Source: an optimization exercise on an open RTL-to-GDS flow (aim: small area). Production flows keep margins and buffers that such runs may drop.
The RTL was checked by simulation tests, not by an equivalence proof against the original design.
No driver is modelled on the clock port, so clock power and skew are understated where the tree is cut down; a real chip needs a root buffer or a tree.
Power is estimated from default activity; no workload was simulated.

$ cat flow/flow/run.sh
#!/bin/bash
# Own layout flow: the standard synthesis, then the combinational logic
# re-mapped with a stronger ABC script (registers kept by name and cell type),
# then the standard layout with the smallest buffer on the ports and the
# clock tree's root buffer dropped.
set -euo pipefail
W=$PWD
R=$W/orfs/results/$FLOW_PLATFORM/mpc_codec/base
LIB=$FLOW_HOME/platforms/$FLOW_PLATFORM/lib/sky130_fd_sc_hd__tt_025C_1v80.lib

bash standard.sh synth > $W/1_standard_synth.log 2>&1
cp $R/1_2_yosys.v $W/standard_synth.v

# The combinational logic is re-mapped in four parts, one after the other:
# the logic in front of the decoder's outputs (after its registers), the rest
# of the decoder's logic (before its registers), the same for the encoder
# (which shares no logic with the decoder), then anything left. ABC's deep synthesis is randomised: each part runs
# eight seeds, four at a time, and keeps the smallest result.
FF_STOP=":-sky130_fd_sc_hd__dfxtp_1[D]:-sky130_fd_sc_hd__edfxtp_1[D,DE]"
DEC_OUTS="o:d_* o:s_ustate %u o:s_buf2 %u o:s_packing %u"
ENC_OUTS="o:e_* o:s_pend %u o:s_pend_valid %u"
run_part() {  # part first last input selection
  local part=$1 first=$2 last=$3 in=$4 sel=$5 wave s ext
  ext=il; [[ $last == 1 ]] && ext=v
  for wave in "1 2 3 4" "5 6 7 8"; do
    for s in $wave; do
      sed "s/@SEED@/$s/" $W/flow/remap.abc.in > $W/remap_${part}_$s.abc
      REMAP_FIRST=$first REMAP_LAST=$last REMAP_LIB=$LIB REMAP_IN=$in \
      REMAP_OUT=$W/part${part}_$s.$ext REMAP_TOP=$FLOW_TOP REMAP_SEL="$sel" \
      REMAP_ABC=$W/remap_${part}_$s.abc REMAP_STAT=$W/remap_stat_${part}_$s.txt \
        yosys -c $W/flow/remap_part.tcl > $W/2_remap_${part}_$s.log 2>&1 &
    done
    wait
  done
  for s in 1 2 3 4 5 6 7 8; do
    a=$(awk '/Chip area/ {print $NF}' $W/remap_stat_${part}_$s.txt 2>/dev/null || true)
    [[ -n "$a" && -s $W/part${part}_$s.$ext ]] && echo "$a $s"
  done | sort -g | head -1 | cut -d' ' -f2
}
b1=$(run_part 1 1 0 $W/standard_synth.v "$DEC_OUTS %ci*$FF_STOP")
b2=""; b3=""; b4=""
[[ -n "$b1" ]] && b2=$(run_part 2 0 0 $W/part1_$b1.il "$DEC_OUTS %ci*")
[[ -n "$b2" ]] && b3=$(run_part 3 0 0 $W/part2_$b2.il "$ENC_OUTS %ci*$FF_STOP")
[[ -n "$b3" ]] && b4=$(run_part 4 0 1 $W/part3_$b3.il "*")
echo "remap: seeds ${b1:-none} ${b2:-none} ${b3:-none} ${b4:-none}" > $W/2_remap_choice.log
if [[ -n "$b4" ]]; then
  cp $W/part4_$b4.v $W/remapped.v
  cp $W/remapped.v $R/1_2_yosys.v
fi
rm -f $R/1_synth.odb
export BUFFER_PORTS_ARGS="-buffer_cell sky130_fd_sc_hd__buf_1"
export CTS_ARGS="-sink_clustering_enable -repair_clock_nets -buf_list sky130_fd_sc_hd__clkbuf_4 -sink_clustering_size 14 -sink_clustering_max_diameter 100 -dont_use_dummy_load"
bash standard.sh cts > $W/3_standard_to_cts.log 2>&1
cp $R/4_1_cts.odb $W/cts_with_root.odb
DROP_IN=$W/cts_with_root.odb DROP_OUT=$R/4_1_cts.odb DROP_CLK=clk \
  openroad -no_init -exit $W/flow/drop_root.tcl > $W/4_drop_root.log 2>&1
cp $R/4_1_cts.odb $R/4_cts.odb
touch $R/4_cts.sdc
bash standard.sh > $W/5_standard_layout.log 2>&1
$ cat flow/flow/drop_root.tcl
read_db $::env(DROP_IN)
set block [ord::get_db_block]
set port_net [$block findNet $::env(DROP_CLK)]
set root "NULL"
if { $port_net ne "NULL" } {
  set its [$port_net getITerms]
  if { [llength $its] == 1 } {
    set root [[lindex $its 0] getInst]
  }
}
if { $root ne "NULL" && [string match "*clkbuf*" [[$root getMaster] getName]] } {
  set out_net [[$root findITerm X] getNet]
  set loads [list]
  foreach it [$out_net getITerms] {
    if { [$it isInputSignal] } { lappend loads $it }
  }
  set ok 1
  foreach it $loads {
    if { ![string match "*clkbuf*" [[[$it getInst] getMaster] getName]] } { set ok 0 }
  }
  if { $ok && [llength $loads] >= 1 && [llength $loads] <= 4 } {
    puts "dropping root buffer [$root getName], [llength $loads] leaf buffers"
    foreach it $loads {
      $it disconnect
      $it connect $port_net
    }
    [$root findITerm A] disconnect
    [$root findITerm X] disconnect
    odb::dbInst_destroy $root
    odb::dbNet_destroy $out_net
  } else {
    puts "root buffer kept"
  }
} else {
  puts "no root buffer found"
}
write_db $::env(DROP_OUT)
$ cat flow/flow/remap.abc.in
strash
&get -n
&st
&deepsyn -T 30 -S @SEED@
&dch -f
&nf -R 1000
&put
$ cat flow/flow/remap_part.tcl
# Re-map one part of the standard synthesis netlist with ABC.
# REMAP_FIRST 1: read the standard netlist (REMAP_IN, Verilog), keep registers
#   and tie cells as instances and flatten the rest into gates; otherwise read
#   the RTLIL a previous part wrote.
# Map the gates in the selection REMAP_SEL that are not mapped yet.
# REMAP_LAST 1: finish the netlist and write it as Verilog; otherwise write
#   RTLIL for the next part. Writes the mapped cell area to REMAP_STAT.
yosys -import
set lib $::env(REMAP_LIB)
set keep [list sky130_fd_sc_hd__dfxtp_1 sky130_fd_sc_hd__edfxtp_1 sky130_fd_sc_hd__dfrtp_1 \
             sky130_fd_sc_hd__dfstp_1 sky130_fd_sc_hd__sdfxtp_1 sky130_fd_sc_hd__conb_1]
set dont {-dont_use *probe* -dont_use *lpflow*}
if { $::env(REMAP_FIRST) } {
  read_liberty -ignore_miss_func $lib
  foreach m $keep {
    catch {setattr -mod -set keep_hierarchy 1 $m}
  }
  read_verilog $::env(REMAP_IN)
  hierarchy -top $::env(REMAP_TOP)
  flatten
  # wires inside the flattened library cells
  yosys rename -hide w:*.*
  opt -purge
  # the library's cells as black boxes, so that selections can follow the
  # cells ABC places through their pins
  read_liberty -lib -ignore_redef $lib
} else {
  read_rtlil $::env(REMAP_IN)
}
yosys cd $::env(REMAP_TOP)
select -set part {*}$::env(REMAP_SEL)
select -set gates @part {t:$_*} %i
abc -script $::env(REMAP_ABC) -liberty $lib {*}$dont @gates
yosys cd ..
if { $::env(REMAP_LAST) } {
  foreach m $keep { catch {blackbox $m} }
  hierarchy -top $::env(REMAP_TOP)
  opt_clean -purge
  splitnets
  opt_clean -purge
  hilomap -singleton -hicell sky130_fd_sc_hd__conb_1 HI -locell sky130_fd_sc_hd__conb_1 LO
  insbuf -buf sky130_fd_sc_hd__buf_1 A X
  # the check refuses names with '/' or ':'
# left out here: hide names made inside functions
  write_verilog -noattr -nohex -nodec $::env(REMAP_OUT)
  tee -o $::env(REMAP_STAT) stat -liberty $lib $::env(REMAP_TOP)
} else {
  opt_clean -purge
  write_rtlil $::env(REMAP_OUT)
  tee -o $::env(REMAP_STAT) stat -liberty $lib $::env(REMAP_TOP)
}
$ cat flow/standard.sh
#!/bin/bash
# synth_recipe.tcl (not shown) runs the flow's synth.tcl, then flattens the netlist and writes it again
# the make line also repeats each setting of config.mk as NAME=value (left out here)
make -C /OpenROAD-flow-scripts/flow DESIGN_CONFIG=/design/flow/config.mk WORK_HOME=/design/flow/orfs CLKGATE_MAP_FILE= SYNTH_SCRIPT=/design/flow/synth_recipe.tcl "${@:-finish}"
$ cat flow/config.mk
export PLATFORM = sky130hd
export DESIGN_NAME = mpc_codec
export DESIGN_NICKNAME = mpc_codec
export VERILOG_FILES = /design/flow/design.v
export SDC_FILE = /design/flow/constraint.sdc
export NUM_CORES = 4
export LEC_CHECK = 0
export ABC_AREA = 1
export CAP_MARGIN = 20
export CORE_MARGIN = 2
export CORE_UTILIZATION = 40
export SLEW_MARGIN = 20
$ cat flow/constraint.sdc
create_clock -name core_clock -period 10.0 [get_ports {clk}]
set_input_delay 2.0000 -clock core_clock [delete_from_list [all_inputs] [get_ports {clk}]]
set_output_delay 2.0000 -clock core_clock [all_outputs]
set_load 0.01 [all_outputs]
$ cat flow/design.v
module mpc_codec (
    input  wire       clk,
    input  wire       rst,           
    input  wire [1:0] d_op,          
    input  wire [7:0] d_data,        
    output wire [1:0] d_cnt,         
    output wire [7:0] d_char0,
    output wire [7:0] d_char1,
    output wire [1:0] d_fault,       
    output wire       d_query,
    input  wire [1:0] e_op,          
    input  wire [7:0] e_char,
    output wire [1:0] e_cnt,         
    output wire [7:0] e_byte0,
    output wire [7:0] e_byte1,
    output wire [7:0] e_byte2,
    output wire       e_fault,       
    output wire [2:0] s_ustate,
    output wire [7:0] s_buf2,
    output wire       s_packing,
    output wire       s_pend_valid,
    output wire [7:0] s_pend
);
    localparam [2:0] ST_IDLE   = 3'd0;    
    localparam [2:0] ST_LIT1   = 3'd1;    
    localparam [2:0] ST_LIT1B2 = 3'd2;    
    localparam [2:0] ST_LIT2   = 3'd3;    
    localparam [2:0] ST_CMD    = 3'd4;    
    localparam [1:0] DOP_BYTE   = 2'd1;
    localparam [1:0] DOP_RESET  = 2'd2;
    localparam [1:0] DOP_MANUAL = 2'd3;
    localparam [1:0] EOP_PUSH  = 2'd1;
    localparam [1:0] EOP_FLUSH = 2'd2;
    localparam [2:0] ID_TOGGLE  = 3'd0;
    localparam [2:0] ID_ENABLE  = 3'd1;
    localparam [2:0] ID_DISABLE = 3'd2;
    localparam [2:0] ID_RESET   = 3'd3;
    localparam [2:0] ID_QUERY   = 3'd4;
    localparam [7:0] CMD_TOGGLE  = 8'hFD;
    localparam [7:0] CMD_ENABLE  = 8'hFB;
    localparam [7:0] CMD_DISABLE = 8'hFA;
    localparam [7:0] CMD_RESET   = 8'hF9;
    localparam [7:0] CMD_QUERY   = 8'hF8;
    localparam [127:0] DEC_TABLE = {
        8'h00, 8'h58, 8'h47, 8'h0A, 8'h2E, 8'h39, 8'h38, 8'h37,
        8'h36, 8'h35, 8'h34, 8'h33, 8'h32, 8'h31, 8'h20, 8'h30};
    function [7:0] dec;
        input [3:0] i;
        begin
            dec = DEC_TABLE[{i, 3'b000} +: 8];
        end
    endfunction
    function [3:0] nib;
        input [7:0] c;
        begin
            case (c)
                8'h30: nib = 4'd0;
                8'h20: nib = 4'd1;
                8'h31: nib = 4'd2;
                8'h32: nib = 4'd3;
                8'h33: nib = 4'd4;
                8'h34: nib = 4'd5;
                8'h35: nib = 4'd6;
                8'h36: nib = 4'd7;
                8'h37: nib = 4'd8;
                8'h38: nib = 4'd9;
                8'h39: nib = 4'd10;
                8'h2E: nib = 4'd11;
                8'h0A: nib = 4'd12;
                8'h47: nib = 4'd13;
                8'h58: nib = 4'd14;
                default: nib = 4'hF;
            endcase
        end
    endfunction
    reg [2:0] ustate;
    reg       packing;
    reg [7:0] draw;        
    reg [3:0] bufn;        
    reg [1:0] dk;
    reg       dx, dy;
    reg [2:0] ustate_n;
    reg       packing_n;
    reg [1:0] dk_n;
    reg       dx_n, dy_n;
    wire [7:0] raw = d_data;
    wire [3:0] lo  = raw[3:0];
    wire [3:0] hi  = raw[7:4];
    wire       is_ff = (raw == 8'hFF);
    always @(*) begin
        ustate_n  = ustate;
        packing_n = packing;
        dk_n      = 2'd0;
        dx_n      = 1'b0;
        dy_n      = 1'b0;
        case (d_op)
            DOP_BYTE: begin
                case (ustate)
                    ST_IDLE: begin
                        if (is_ff) begin
                            ustate_n = ST_LIT1;
                        end else if (!packing) begin
                            dk_n = 2'd1;                   
                        end else if (lo != 4'hF && hi != 4'hF) begin
                            dk_n = 2'd2; dy_n = 1'b1;      
                        end else if (hi == 4'hF) begin
                            dk_n = 2'd1; dy_n = 1'b1;      
                            ustate_n = ST_LIT2;
                        end else begin
                            ustate_n = ST_LIT1B2;          
                        end
                    end
                    ST_LIT1: begin
                        if (is_ff) begin
                            ustate_n = ST_CMD;
                        end else if (packing) begin
                            dk_n = 2'd1;                   
                            ustate_n = ST_LIT2;
                        end else begin
                            dk_n = 2'd2; dx_n = 1'b1;      
                            ustate_n = ST_IDLE;
                        end
                    end
                    ST_LIT2: begin
                        if (is_ff) begin
                            dx_n = 1'b1;                   
                            ustate_n = ST_LIT1;
                        end else begin
                            dk_n = 2'd1;                   
                            ustate_n = ST_IDLE;
                        end
                    end
                    ST_LIT1B2: begin
                        if (is_ff) begin
                            dx_n = 1'b1; dy_n = 1'b1;      
                            ustate_n = ST_LIT1;
                        end else begin
                            dk_n = 2'd2;                   
                            ustate_n = ST_IDLE;
                        end
                    end
                    default: begin   
                        if (is_ff) begin
                            dy_n = 1'b1;                   
                        end else begin
                            ustate_n = ST_IDLE;
                            case (raw)
                                CMD_TOGGLE:  packing_n = ~packing;
                                CMD_ENABLE:  packing_n = 1'b1;
                                CMD_DISABLE: packing_n = 1'b0;
                                CMD_RESET:   ;
                                CMD_QUERY:   dk_n = 2'd3;
                                default:     dy_n = 1'b1;  
                            endcase
                        end
                    end
                endcase
            end
            DOP_RESET: begin
                ustate_n = ST_IDLE;
            end
            DOP_MANUAL: begin
                case (d_data[2:0])
                    ID_TOGGLE:  begin packing_n = ~packing; ustate_n = ST_IDLE; end
                    ID_ENABLE:  begin packing_n = 1'b1;     ustate_n = ST_IDLE; end
                    ID_DISABLE: begin packing_n = 1'b0;     ustate_n = ST_IDLE; end
                    ID_RESET:   ustate_n = ST_IDLE;
                    ID_QUERY:   dk_n = 2'd3;
                    default:    ;
                endcase
            end
            default: ;
        endcase
    end
    always @(posedge clk) begin
        if (rst) begin
            ustate  <= ST_IDLE;
            packing <= 1'b0;
            dk      <= 2'd0;
            dx      <= 1'b0;
            dy      <= 1'b0;
        end else begin
            ustate  <= ustate_n;
            packing <= packing_n;
            dk      <= dk_n;
            dx      <= dx_n;
            dy      <= dy_n;
        end
    end
    always @(posedge clk) begin
        draw <= d_data;
        if (ustate != ST_LIT1B2)
            bufn <= d_data[7:4];
    end
    wire [7:0] dec_sel = dec(bufn);
    assign d_cnt   = (dk == 2'd3) ? 2'd0 : dk;
    assign d_query = (dk == 2'd3);
    assign d_fault = (dk == 2'd0) ? {dx, dy} : 2'd0;
    assign d_char0 = dy ? dec(draw[3:0]) : (draw | {8{dx}});
    assign d_char1 = dx ? draw : dec_sel;
    assign s_ustate  = ustate;
    assign s_packing = packing;
    assign s_buf2    = dec_sel;
    reg       pend_valid;
    reg [7:0] pend;        
    reg [7:0] echr;        
    reg       e_emit;      
    reg       e_fl;        
    wire e_push  = (e_op == EOP_PUSH);
    wire e_flush = (e_op == EOP_FLUSH);
    wire c_is_ff = (e_char == 8'hFF);
    always @(posedge clk) begin
        if (rst) begin
            pend_valid <= 1'b0;
            e_emit     <= 1'b0;
            e_fl       <= 1'b0;
        end else begin
            if (e_push && !c_is_ff)
                pend_valid <= ~pend_valid;
            else if (e_flush)
                pend_valid <= 1'b0;
            e_emit <= pend_valid && ((e_push && !c_is_ff) || e_flush);
            e_fl   <= e_push ? c_is_ff : (e_flush && pend_valid);
        end
    end
    always @(posedge clk) begin
        echr <= e_char;
        if (!pend_valid)
            pend <= e_char;
    end
    wire [3:0] n1 = nib(pend);
    wire [3:0] n2 = nib(echr);
    wire       f1 = (n1 == 4'hF);
    wire       f2 = (n2 == 4'hF) && !e_fl;
    assign e_fault = !e_emit && e_fl;
    assign e_cnt   = {e_emit & (f1 | f2), e_emit & ~(f1 ^ f2)};
    assign e_byte0 = {n2 | {4{e_fl}}, n1};
    assign e_byte1 = f1 ? pend : echr;
    assign e_byte2 = echr;
    assign s_pend_valid = pend_valid;
    assign s_pend       = pend;
endmodule
==> summary.md, run 1 <==
| Metric | Value |
|---|---|
| Hold-fix buffer count after cts | `0` |
| Non-Filler Instances | `390` |
| Highest net fanout along the worst path | `13` |
| R2R Path End | `ustate[0]` |
| Worst hold-check path type | `reg -> reg` |
| Wire length of the first global-routing pass | `7700 um` |
| Number of cells produced by synthesis | `231` |
| Final net count | `347` |
| Signed area change from the synthesized netlist to the final layout | `22.1%` |
| Worst setup skew after layout | `0.0188 ns` |
| Syn Area/Cell | `8.70 um2` |
| X dimension of the die | `74.9 um` |
| Critical register-to-register path startpoint | `ustate[2]` |
| 1st-pass router iterations | `4` |
| Clock Pin Slew Worst Setup and Hold Paths | `0.10 ns` |
| Maxcap violations | `0` |
| Result of the run | `timing/DRC/antenna clean` |
| GRT Util Overall | `17.6%` |
| Post-CTS Repair Setup Buffers | `0` |
| Endpoint type of the worst setup path | `primary output` |
| Core ar. | `4790 um2` |
| Post-synth design cell area | `2010 um2` |
| Setup CP Type | `reg -> out` |
| Final Max Slew Viols | `0` |
| Hold path depth | `2` |
| Detailed-route vias per instance | `5.29` |
| Register-to-Register Setup Slack | `8.41 ns` |
| Initial core utilization | `42.0%` |
| Residual antenna-violating net count after detailed routing | `0` |
| Post-synthesis net count | `253` |
| Number of gates resized after cts | `0` |
| CP startpoint kind | `register` |
| DPL Wire Length | `3960 um` |
| Data arrival at the endpoint of the critical path | `2.74 ns` |
| Fin. Hold Viols | `0` |
| GP Congestion | `0.862` |
| Via count of the first global-routing pass | `1652` |
| Ant diodes | `0` |
| Static Leakage | `0.864 nW` |
| Vias after detailed routing | `2063` |
| Die Outline Area | `5610 um2` |
| Total Routed Length | `5000 um` |
| Initial antenna violation count | `0` |
| Count of synthesis-stage warnings from yosys | `1` |
| Clock sinks | `39` |
| Launch point of the worst path | `pend[0]` |
| Accumulated negative setup slack | `0 ns` |
| Port Buffer Count | `89` |
| Critical path required time | `8.00 ns` |
| Clock latency reported for the late side of the worst-skew pair | `0.16 ns` |
| Period utilization | `47.4%` |
| Most used cells in the layout excluding fill and tap cells | `89 x sky130_fd_sc_hd__buf_1, 32 x sky130_fd_sc_hd__nand2_1, 29 x sky130_fd_sc_hd__nor2_1` |
| Worst slew pin tran | `1.05 ns` |
| DR DRC count | `0` |
| Worst r2r path cells | `7` |
| I/O pin count | `91` |
| Most common library cell in the layout ignoring fill and taps | `sky130_fd_sc_hd__buf_1` |
| Unrepaired setup endpoints after global routing | `no` |
| Final-layout fill cell count | `488` |
| Crit path setup slack, layout | `5.26 ns` |
| Worst slew margin relative to its limit | `30.0%` |
| Worst Setup Slack post-DPL | `5.44 ns` |
| Placed Cells | `386` |
| Ratio of cells with drive above 1 in the final layout | `1.24%` |
| Height of the die | `74.9 um` |
| Pwr dens | `121 nW/um2` |
| Gr ovfl total | `0` |
| Routed wirelength normalized by instance count | `12.8 um` |
| Maximum number of pins on one net before global-route repair | `17` |
| Worst setup path endpoint | `e_cnt[0]` |
| Largest voltage drop on the vdd net | `63.4 uV` |
| Setup Viol. Count Final | `0` |
| Standard-cell rows | `25` |
| Highest clock frequency the design can meet | `211 MHz` |
| Post-layout min period | `4.74 ns` |
| Initial drt markers | `69` |
-- power by group --
group | internal (mW) | switching (mW) | total (mW)
clock network | 0.0192 | 0.0351 | 0.0542
registers | 0.172 | 0.0128 | 0.185
logic | 0.0228 | 0.0344 | 0.0571
-- metal layers --
layer / vias up / GRT usage, % / wire length [um]
met1: 940 / 26.8 / 2480
met3: 3 / 2.41 / 279
met2: 74 / 25.9 / 2210
li1: 1046 / - / -
met5: - / 0 / 0
met4: 0 / 5.36 / 27
-- flip-flops by register name, summed over array words and instances (netlist names), 2 cells and up --
name    cells
draw        8
echr        8
pend        8
bufn        4
ustate      3
dk          2
-- worst max-delay path, cell delays in order (launching register included) --
cell                       delay (ns)
sky130_fd_sc_hd__edfxtp_1        0.53
sky130_fd_sc_hd__o21bai_1        0.14
sky130_fd_sc_hd__nor3b_1         0.25
sky130_fd_sc_hd__a221oi_1        0.14
sky130_fd_sc_hd__nor4b_1         0.38
sky130_fd_sc_hd__o21bai_1        0.53
sky130_fd_sc_hd__o21ai_0         0.24
sky130_fd_sc_hd__a21boi_0        0.21
sky130_fd_sc_hd__buf_1           0.17
-- stage by stage --
stage / utilization, % / instance area, um2 / hold WS [ns] / power, mW
floorplan: - / 2010 / 0.511 / 0.221
global placement: 50.7 / 2420 / 0.500 / 0.246
detailed placement: 50.7 / 2420 / 0.510 / 0.246
CTS: 51.5 / 2460 / 0.525 / 0.311
global route: 51.3 / 2450 / 0.569 / 0.315
finish: 51.3 / 2450 / 0.518 / 0.296
-- worst min path at each step --
stage,from,endpoint
floorplan,ustate[1],ustate[1]
global placement,pend_valid,pend_valid
detailed placement,pend_valid,pend_valid
CTS,pend_valid,pend_valid
global route,ustate[1],dx
finish,pend_valid,pend_valid
-- area by class of cell --
type                            count  area [um2]  share of cell area [%]
Clock buffer                        4        30.0                    1.22
Inverter                            5        18.8                   0.765
Tap cell                           67        83.8                    3.41
Sequential cell                    39         901                    36.7
Timing Repair Buffer               89         334                    13.6
Multi-Input combinational cell    186        1090                    44.3
==> inputs of run 2 (changes only) <==
--- a/flow/flow/run.sh
+++ b/flow/flow/run.sh
@@ -11,14 +11,13 @@
 bash standard.sh synth > $W/1_standard_synth.log 2>&1
 cp $R/1_2_yosys.v $W/standard_synth.v
 
-# The combinational logic is re-mapped in four parts, one after the other:
+# The combinational logic is re-mapped in three parts, one after the other:
 # the logic in front of the decoder's outputs (after its registers), the rest
-# of the decoder's logic (before its registers), the same for the encoder
-# (which shares no logic with the decoder), then anything left. ABC's deep synthesis is randomised: each part runs
+# of the decoder's logic (before its registers), then the rest (the encoder,
+# which shares no logic with the decoder). ABC's deep synthesis is randomised: each part runs
 # eight seeds, four at a time, and keeps the smallest result.
 FF_STOP=":-sky130_fd_sc_hd__dfxtp_1[D]:-sky130_fd_sc_hd__edfxtp_1[D,DE]"
 DEC_OUTS="o:d_* o:s_ustate %u o:s_buf2 %u o:s_packing %u"
-ENC_OUTS="o:e_* o:s_pend %u o:s_pend_valid %u"
 run_part() {  # part first last input selection
   local part=$1 first=$2 last=$3 in=$4 sel=$5 wave s ext
   ext=il; [[ $last == 1 ]] && ext=v
@@ -38,13 +37,12 @@
   done | sort -g | head -1 | cut -d' ' -f2
 }
 b1=$(run_part 1 1 0 $W/standard_synth.v "$DEC_OUTS %ci*$FF_STOP")
-b2=""; b3=""; b4=""
+b2=""; b3=""
 [[ -n "$b1" ]] && b2=$(run_part 2 0 0 $W/part1_$b1.il "$DEC_OUTS %ci*")
-[[ -n "$b2" ]] && b3=$(run_part 3 0 0 $W/part2_$b2.il "$ENC_OUTS %ci*$FF_STOP")
-[[ -n "$b3" ]] && b4=$(run_part 4 0 1 $W/part3_$b3.il "*")
-echo "remap: seeds ${b1:-none} ${b2:-none} ${b3:-none} ${b4:-none}" > $W/2_remap_choice.log
-if [[ -n "$b4" ]]; then
-  cp $W/part4_$b4.v $W/remapped.v
+[[ -n "$b2" ]] && b3=$(run_part 3 0 1 $W/part2_$b2.il "*")
+echo "remap: seeds ${b1:-none} ${b2:-none} ${b3:-none}" > $W/2_remap_choice.log
+if [[ -n "$b3" ]]; then
+  cp $W/part3_$b3.v $W/remapped.v
   cp $W/remapped.v $R/1_2_yosys.v
 fi
 rm -f $R/1_synth.odb
--- a/flow/flow/remap_part.tcl
+++ b/flow/flow/remap_part.tcl
@@ -21,9 +21,6 @@
   # wires inside the flattened library cells
   yosys rename -hide w:*.*
   opt -purge
-  # the library's cells as black boxes, so that selections can follow the
-  # cells ABC places through their pins
-  read_liberty -lib -ignore_redef $lib
 } else {
   read_rtlil $::env(REMAP_IN)
 }
==> run 2 against run 1 <==
Compared with the run above:
- still clean on timing, DRC and antenna
- clock-buffer cell count unchanged
- global-route usage down 0.37 points
- die area up 4.1%
- register-to-register slack about the same
- combinational power about the same
- utilization down 1.1 points
- power up 0.26%
- synthesized area up 4.3%
- sequential power about the same
- critical path type unchanged
- largest cell class unchanged
- largest power group unchanged
==> summary.md, run 2 <==
| Metric | Value |
|---|---|
| Static Leakage | `0.878 nW` |
| X dimension of the die | `76.4 um` |
| Height of the die | `76.4 um` |
| Switching part of the total power | `28.0%` |
| Relative contribution of sequential cells to total power | `62.2%` |
| Internal power consumption | `214 uW` |
| Post-layout power | `297 uW` |
| DR DRC count | `0` |
| Registers with the most flip-flops | `draw: 8 flops, echr: 8 flops, pend: 8 flops` |
| Setup Viol. Count Final | `0` |
| Gr ovfl total | `0` |
| Signed area change from the synthesized netlist to the final layout | `21.4%` |
| Post-CTS Repair Setup Buffers | `0` |
| Hold-fix buffer count after cts | `0` |
| Worst slew margin relative to its limit | `49.5%` |
| Die Outline Area | `5840 um2` |
| Unrepaired setup endpoints after global routing | `no` |
| Met3 track demand over resource in global routing | `4.15%` |
| Total Routed Length | `5060 um` |
| Net switching power of the design | `83.2 uW` |
| GP Congestion | `0.838` |
| CP startpoint kind | `register` |
| Fin. Hold Viols | `0` |
| Vias after detailed routing | `2090` |
| Final-layout worst hold slack | `0.499 ns` |
| Most common library cell in the layout ignoring fill and taps | `sky130_fd_sc_hd__buf_1` |
| Syn Area/Cell | `8.35 um2` |
| Wire length of the first global-routing pass | `8420 um` |
| Critical path required time | `8.00 ns` |
| Post-layout min period | `4.36 ns` |
| Number of gates resized after cts | `0` |
| Final-layout fill cell count | `529` |
| Ratio of cells with drive above 1 in the final layout | `1.17%` |
| Initial antenna violation count | `0` |
| Largest voltage drop on the vdd net | `81.5 uV` |
| Post-synth design cell area | `2100 um2` |
| Final Max Slew Viols | `0` |
| Pwr dens | `117 nW/um2` |
| Setup CP Type | `reg -> out` |
| Detailed-route vias per instance | `5.06` |
| Initial core utilization | `41.3%` |
| Met1 Track Usage GR | `23.9%` |
| Post-synthesis net count | `273` |
| Worst hold-check path type | `reg -> reg` |
| Count of synthesis-stage warnings from yosys | `1` |
| DPL Wire Length | `4010 um` |
| Residual antenna-violating net count after detailed routing | `0` |
| Placement Cell Area | `2510 um2` |
| Clock sinks | `39` |
| Most used cells in the layout excluding fill and tap cells | `89 x sky130_fd_sc_hd__buf_1, 43 x sky130_fd_sc_hd__nor2_1, 27 x sky130_fd_sc_hd__dfxtp_1` |
| Clock Pin Slew Worst Setup and Hold Paths | `0.10 ns` |
| Clock latency reported for the late side of the worst-skew pair | `0.16 ns` |
| Via count of the first global-routing pass | `1854` |
| I/O pin count | `91` |
| Data arrival at the endpoint of the critical path | `2.36 ns` |
| GRT Util Overall | `17.2%` |
| Final net count | `367` |
| Standard-cell rows | `26` |
| Accumulated negative setup slack | `0 ns` |
| Share of total power in combinational logic | `19.3%` |
| Worst slew pin tran | `0.755 ns` |
| Routed wirelength normalized by instance count | `12.2 um` |
| Maxcap violations | `0` |
| Placed Cells | `409` |
| Met2 Usage GRT | `26.9%` |
| Highest clock frequency the design can meet | `230 MHz` |
| Result of the run | `timing/DRC/antenna clean` |
| Ant diodes | `0` |
| Core ar. | `5070 um2` |
| Initial drt markers | `48` |
| Design area | `2540 um2` |
| Worst setup skew after layout | `0.0119 ns` |
| Global routing's busiest layer | `met2` |
| Fraction of power consumed by the clock network | `18.5%` |
| Endpoint type of the worst setup path | `primary output` |
| Maximum number of pins on one net before global-route repair | `17` |
| Highest net fanout along the worst path | `11` |
| 1st-pass router iterations | `4` |
| Non-Filler Instances | `413` |
| Period utilization | `43.6%` |
| Port Buffer Count | `89` |
| Number of cells produced by synthesis | `251` |
-- run 2: metrics by stage --
stage | setup WS [ns] | utilization, %
final | 5.64 | 50.1
after global routing | 5.40 | 50.1
after CTS | 5.44 | 50.3
after detailed placement | 5.82 | 49.6
after global placement | 5.88 | 49.6
after floorplan | 6.09 | -
-- run 2: routing by layer --
| layer | up-vias | routed length, um |
|---|---|---|
| met5 | - | 0 |
| li1 | 1104 | - |
| met4 | 0 | 53 |
| met2 | 57 | 2190 |
| met1 | 921 | 2550 |
| met3 | 8 | 273 |
-- run 2: path summary, 6_finish.rpt --
path / start / end / slack (ns) / cells past startpoint
worst max register to register: packing / ustate[2] / 8.42 / 6
worst max-delay path: pend[1] / e_byte1[1] / 5.64 / 8
worst min-delay path: ustate[1] / ustate[1] / 0.50 / 2
worst min register to register: ustate[1] / ustate[1] / 0.50 / 2
-- run 2: area by class of cell --
cell class | count | area [um2] | area share [%]
tap | 70 | 87.6 | 3.44
timing repair buffer | 89 | 334 | 13.1
clock buffer | 4 | 30.0 | 1.18
sequential | 39 | 901 | 35.4
inverter | 17 | 63.8 | 2.51
multi-input combinational | 194 | 1130 | 44.3
-- run 2: critical path, stage by stage (launching register included) --
cell                       delay, ns
sky130_fd_sc_hd__edfxtp_1       0.50
sky130_fd_sc_hd__nor2_1         0.10
sky130_fd_sc_hd__nor2_1         0.09
sky130_fd_sc_hd__nor2_1         0.04
sky130_fd_sc_hd__o211ai_1       0.19
sky130_fd_sc_hd__a31oi_1        0.12
sky130_fd_sc_hd__nor2_1         0.62
sky130_fd_sc_hd__mux2_1         0.39
sky130_fd_sc_hd__buf_1          0.13
-- run 2: power groups by stage --
stage               clock network (mW)  registers (mW)  logic (mW)
detailed placement                   0           0.188      0.0576
global placement                     0           0.188      0.0574
finish                          0.0551           0.185      0.0574
global route                    0.0619           0.187      0.0642
floorplan                            0           0.187      0.0342
CTS                             0.0693           0.184      0.0579
==> inputs of run 3 (changes only) <==
--- a/flow/flow/remap_part.tcl
+++ b/flow/flow/remap_part.tcl
@@ -21,6 +21,9 @@
   # wires inside the flattened library cells
   yosys rename -hide w:*.*
   opt -purge
+  # the library's cells as black boxes, so that selections can follow the
+  # cells ABC places through their pins
+  read_liberty -lib -ignore_redef $lib
 } else {
   read_rtlil $::env(REMAP_IN)
 }
==> run 3 against run 2 <==
Compared with the run above:
- still clean on timing, DRC and antenna
- flip-flop and latch count unchanged
- setup slack got worse by 0.017 ns
- maximum frequency decreased by 0.39%
- sequential share of layout area increased by 1.3 points
- utilization increased by 1.1 points
- largest power group unchanged
- highest routed layer unchanged
==> summary.md, run 3 <==
| Metric | Value |
|---|---|
| Worst Setup Slack post-DPL | `5.82 ns` |
| Signed area change from the synthesized netlist to the final layout | `22.1%` |
| Count of synthesis-stage warnings from yosys | `1` |
| Pwr dens | `122 nW/um2` |
| Hold-fix buffer count after cts | `0` |
| Post-layout min period | `4.37 ns` |
| Standard-cell rows | `25` |
| X dimension of the die | `74.9 um` |
| Register-to-Register Setup Slack | `8.43 ns` |
| Share of the core filled with cells in the final layout | `51.3%` |
| Worst setup skew after layout | `0.0123 ns` |
| Stage delay of the slowest cell on the critical path | `0.54 ns` |
| Worst slew pin tran | `0.642 ns` |
| Post-synthesis net count | `259` |
| Via count of the first global-routing pass | `1569` |
| Initial antenna violation count | `0` |
| Data arrival at the endpoint of the critical path | `2.37 ns` |
| Clock sinks | `39` |
| Most common library cell in the layout ignoring fill and taps | `sky130_fd_sc_hd__buf_1` |
| Post-CTS Repair Setup Buffers | `0` |
| Unrepaired setup endpoints after global routing | `no` |
| Routed wirelength normalized by instance count | `12.7 um` |
| DPL Wire Length | `3950 um` |
| Initial core utilization | `42.0%` |
| Number of cells produced by synthesis | `237` |
| Maxcap violations | `0` |
| Vias after detailed routing | `2009` |
| Setup CP Type | `reg -> out` |
| 1st-pass router iterations | `4` |
| Ratio of cells with drive above 1 in the final layout | `1.22%` |
| Residual antenna-violating net count after detailed routing | `0` |
| Critical-path cell list | `nand2_1, nor2_1, a21oi_1, o21ai_0, and3_1, a21o_1, or3_1, a21boi_0, buf_1` |
| Accumulated negative setup slack | `0 ns` |
| Most used cells in the layout excluding fill and tap cells | `89 x sky130_fd_sc_hd__buf_1, 31 x sky130_fd_sc_hd__nor2_1, 30 x sky130_fd_sc_hd__nand2_1` |
| Clock Pin Slew Worst Setup and Hold Paths | `0.10 ns` |
| CP startpoint kind | `register` |
| Length of routed wiring on met1 | `2540 um` |
| Ant diodes | `0` |
| Final Max Slew Viols | `0` |
| Initial drt markers | `99` |
| Highest net fanout along the worst path | `16` |
| Final net count | `353` |
| Clock latency reported for the late side of the worst-skew pair | `0.16 ns` |
| Period utilization | `43.7%` |
| Die Outline Area | `5610 um2` |
| Result of the run | `timing/DRC/antenna clean` |
| DR DRC count | `0` |
| Setup Viol. Count Final | `0` |
| Maximum number of pins on one net before global-route repair | `17` |
| Largest voltage drop on the vdd net | `105 uV` |
| I/O pin count | `91` |
| Syn Area/Cell | `8.48 um2` |
| Crit path setup slack, layout | `5.63 ns` |
| Core ar. | `4790 um2` |
| Worst slew margin relative to its limit | `56.8%` |
| Post-layout power | `299 uW` |
| Highest clock frequency the design can meet | `229 MHz` |
| Static Leakage | `0.867 nW` |
| Registers with the most flip-flops | `draw: 8 flops, echr: 8 flops, pend: 8 flops` |
| Slowest CP cell | `sky130_fd_sc_hd__edfxtp_1` |
| Worst hold-check path type | `reg -> reg` |
| Final-layout fill cell count | `488` |
| Number of gates resized after cts | `0` |
| Total Routed Length | `5020 um` |
| Critical path required time | `8.00 ns` |
| DR WL met2 | `2210 um` |
| Post-synth design cell area | `2010 um2` |
| Gr ovfl total | `0` |
| Wire length of the first global-routing pass | `7550 um` |
| Endpoint type of the worst setup path | `primary output` |
| Amount of wire on met3 after detailed routing | `233 um` |
| Fin. Hold Viols | `0` |
| GP Congestion | `0.857` |
| Detailed-route vias per instance | `5.07` |
| Port Buffer Count | `89` |
| GRT Util Overall | `17.2%` |
| Height of the die | `74.9 um` |
| Uppermost layer routed | `met4` |
run 3: cell count changes in the layout (fill, tap and decap cells not counted), sizes merged, moves of 3 or more:
cell / change
a21o: +3
a21oi: +4
clkinv: -9
nand2: +10
nor2: -12
run 3: layout make-up:
cell class / count / area (um2) / share of cell area (%)
Timing Repair Buffer: 89 / 334 / 13.6
Tap cell: 67 / 83.8 / 3.41
Sequential cell: 39 / 901 / 36.7
Inverter: 8 / 30.0 / 1.22
Clock buffer: 4 / 30.0 / 1.22
Multi-Input combinational cell: 189 / 1080 / 43.8
run 3: worst paths after layout:
path / start / to / cells past startpoint
worst max register to register: ustate[2] / ustate[0] / 7
worst min register to register: pend_valid / pend_valid / 2
worst min-delay path: pend_valid / pend_valid / 2
worst max-delay path: pend[1] / e_cnt[0] / 9
run 3: power by group:
group | leakage, nW | internal, mW | switching (mW) | total [mW]
clock | 0.0184 | 0.0192 | 0.0358 | 0.0549
combinational | 0.500 | 0.0233 | 0.0365 | 0.0598
sequential | 0.349 | 0.172 | 0.0125 | 0.185
total | 0.867 | 0.215 | 0.0847 | 0.299
run 3: stage by stage:
step | hold slack (ns) | cells | cell area (um2)
floorplan | 0.511 | 237 | 2010
global placement | 0.494 | 392 | 2420
detailed placement | 0.500 | 392 | 2420
CTS | 0.515 | 397 | 2460
global route | 0.550 | 396 | 2450
finish | 0.511 | 396 | 2450
run 3: metal layers:
metal  track usage (%)  vias to the layer above
li1                  -                     1062
met1              27.4                      885
met2              24.7                       59
met3              2.01                        3
met4              4.17                        0
met5                 0                        -
run 3: critical path, delay by kind of cell, from the launching register on:
| kind | cells | cell delay [ns] |
|---|---|---|
| buf+inv | 1 | 0.17 |
| compound gates | 4 | 0.76 |
| simple gates | 4 | 0.76 |
| flops | 1 | 0.54 |

-- afterwards: timing with drivers on the ports --
Ports are ideal in the flow. The routed layouts listed here were re-timed in OpenROAD.
Step 1 (the two cells are an assumption about what drives the block):
set clk [get_ports {clk}]
set_driving_cell -lib_cell sky130_fd_sc_hd__clkbuf_16 $clk
set_driving_cell -lib_cell sky130_fd_sc_hd__buf_2 [delete_from_list [all_inputs] $clk]
Step 2 adds t to the input delays and takes it off the output delays; t is the mean of the earliest and latest rising clock arrival at the registers after step 1. Input paths then give back, and output paths get back, about the clock's delay inside the block.
Three values: ideal, step 1, step 2; two values: the first two.
run	shift t [ns]	slack for setup (ns)	worst setup path at the end
run 1	0.190	5.256 / 5.218 / 5.407	register to output
run 2	0.199	5.645 / 5.602 / 5.800	register to output
run 3	0.196	5.628 / 5.589 / 5.785	register to output
After both steps every run listed still meets setup and hold.
